From an optimization exercise on the open Yosys and OpenROAD flow, aimed at small area, a short achievable clock period and few clock cycles; shortcuts taken in it are not production practice.
Function was checked by simulation only, so behaviour that the tests miss may differ from the original.
Power is estimated from default activity; no workload was simulated.

// scc_core
module scc_core (
    input  wire        clk,
    input  wire        rst,
    input  wire        cmd_valid,
    output wire        cmd_ready,
    input  wire [63:0] cmd_word,
    output wire        rsp_valid,
    input  wire        rsp_ready,
    output wire [63:0] rsp_word,
    output wire        prim_valid,
    output wire [3:0]  prim_kind,
    output wire [15:0] prim_addr,
    output wire [31:0] prim_arg,
    input  wire        prim_ack,
    input  wire        prim_fail,
    input  wire [7:0]  prim_rdata,
    output wire [1:0]  st_pst,
    output wire        st_strm,
    output wire        st_inited,
    output wire [2:0]  st_gpio_lvl,
    output wire [2:0]  st_gpio_dir,
    output wire        st_clk_en,
    output wire [31:0] st_clk_hz,
    output wire [3:0]  st_rail_en
);
Size: about 1400 cells after synthesis, ~130 flip-flops, ~240 I/O pins, about 0.010 mm2 of cells after synthesis.
Settings: LEC_CHECK=0, CAP_MARGIN=20, CORE_MARGIN=2, CORE_UTILIZATION=55, CTS_BUF_LIST=sky130_fd_sc_hd__clkbuf_4 sky130_fd_sc_hd__clkbuf_8, SLEW_MARGIN=20; clock period 10.0 ns.
standard.sh (not shown) runs the stock make flow with config.mk's settings and CLKGATE_MAP_FILE= SYNTH_SCRIPT=/design/flow/synth_recipe.tcl, a recipe that flattens the netlist after the stock synthesis.
==> flow/flow/run.sh <==
#!/bin/bash
set -euo pipefail
export SETUP_SLACK_MARGIN=6
export BUFFER_PORTS_ARGS="-buffer_cell sky130_fd_sc_hd__buf_1"
echo 'export DONT_USE_CELLS += sky130_fd_sc_hd__ha_1 sky130_fd_sc_hd__ha_2 sky130_fd_sc_hd__ha_4 sky130_fd_sc_hd__fa_1 sky130_fd_sc_hd__fa_2 sky130_fd_sc_hd__fa_4' >> config.mk
bash standard.sh > flow_make.log 2>&1
Testbench counts at the start, summed over its fixed seeds: cycles 21,737.
==> next run, changes <==
--- a/flow/design.v
+++ b/flow/design.v
@@ -408,23 +408,23 @@
                      (tg == 3'd2) ? (pst == 2'd1) :
                      (tg == 3'd3) ? (pst == 2'd0) :
                      (tg == 3'd4) ? (pst != 2'd0) : 1'b0;
     wire a_2592 = (ca == 28'd2592);
     wire a_1920 = (ca == 28'd1920);
     wire a_1280 = (ca == 28'd1280);
     wire m0 = a_2592 & (cb == 28'd1944);
     wire m1 = a_1920 & (cb == 28'd1080);
     wire m2 = a_1280 & (cb == 28'd960);
     wire m3 = a_1280 & (cb == 28'd720);
     wire look_ok = m0 | m1 | m2 | m3;
-    wire [1:0] look_idx = {m2 | m3, m1 | m3};
+    wire [1:0] look_idx = {~ca[11] & ~ca[7], ca[7] | (~ca[11] & ~cb[8])};
     wire [15:0] shutter = ca[19:4] | {16{~(ca[27:20] == 8'd0)}};
     wire b_gt159 = ~b_hi0_8 | ge16({8'd0, cb[7:0]}, 16'd160);
     wire b_le169 = b_hi0_8 & ~ge16({8'd0, cb[7:0]}, 16'd170);
     wire [7:0] code_in = (op07 & b_gt159) ? 8'd229 : gcode_rom(cb[7:0]);
     wire str_on_run = cb[0] & ~strm & (pst == 2'd2) & mode_valid;
     wire go_run = ok & (op01 | (op02 & pwr_legal) | (op03 & look_ok) | (op04 & str_on_run)
                         | ((op05 | op07) & mode_valid) | (op06 & b_le169));
     reg [7:0] st_in;     
     always @(*) begin
         st_in = 8'h00;
         if (!legal) st_in = 8'hF0;
@@ -541,31 +541,35 @@
             if (cls == C_INIT) t[7:0] <= prim_rdata;
             if (prim_ack) begin
                 if (abt_q) ;
                 else if (fail) begin
                     rs <= st_fail;
                     if (scope_held) begin
                         pk <= P_SCOPEREL;
                         pa <= 16'd0;
                         pg <= 8'd1;
                         pc <= 5'd0;
                     end
-                end else if (cls == C_INIT && !id_ok) begin
-                    rs       <= 8'h10;
-                    rshow_lo <= 1'b1;
-                end else if (last) begin
-                    upc <= 5'd0;
                 end else begin
-                    upc  <= upc_n;
-                    gsel <= nxt_gsel;
-                    {pk, pa, pg, pc} <= nxt;
+                    if (!last) begin
+                        gsel <= nxt_gsel;
+                        {pk, pa, pg, pc} <= nxt;
+                    end
+                    if (cls == C_INIT && !id_ok) begin
+                        rs       <= 8'h10;
+                        rshow_lo <= 1'b1;
+                    end else if (last) begin
+                        upc <= 5'd0;
+                    end else begin
+                        upc <= upc_n;
+                    end
                 end
             end
         end
         if (rst) begin
             idle_q     <= 1'b1;
             run_q      <= 1'b0;
             rsp_q      <= 1'b0;
             abt_q      <= 1'b0;
             soff       <= 1'b0;
             inited     <= 1'b0;
             strm       <= 1'b0;
Effect: Routed wire length climbs by 9.2%. Global-route usage came out higher by 2.5 points. Synthesized area grows by about 1.4%. Hold slack improves by 3.7 ps. Core utilization went up by 0.94 points. Worst setup slack improves by 25 ps. Final cell count came out higher by about 1.1%. Critical path depth fell by 3. Flip-flop and latch count is unchanged. Sequential power increases by about 2%. Final area grows by 2.2%.
Testbench counts after the change, summed over its fixed seeds: cycles 21,737.

-- separate check: timing with driven ports --
Ports are ideal in the flow. The routed layouts listed here were re-timed in OpenROAD. Step 1, drivers: a clkbuf_16 drives clk and a buf_2 each remaining input, both assumed. Step 2, shift: input delay + t, output delay - t, t = (earliest + latest rising clock arrival at the registers) / 2. This alone moves slack from input paths to output paths. a / b / c = no drivers / after step 1 / after step 2; a / b = the first two.
run	t (ns)	setup slack, ns	hold slack, ns	worst setup path after step 2	clock arrival spread, ns
the first run	0.502	5.958 / 5.939 / 5.438	0.456 / 0.456 / 0.456	input to register	0.017 / 0.017
the second run	0.500	5.983 / 6.006 / 5.506	0.459 / 0.459 / 0.459	input to register	0.020 / 0.020
After both steps setup and hold are still met in every run listed. The setup slack of the first run, which loses most, moves by -0.019 ns with the drivers and by -0.520 ns with both steps.
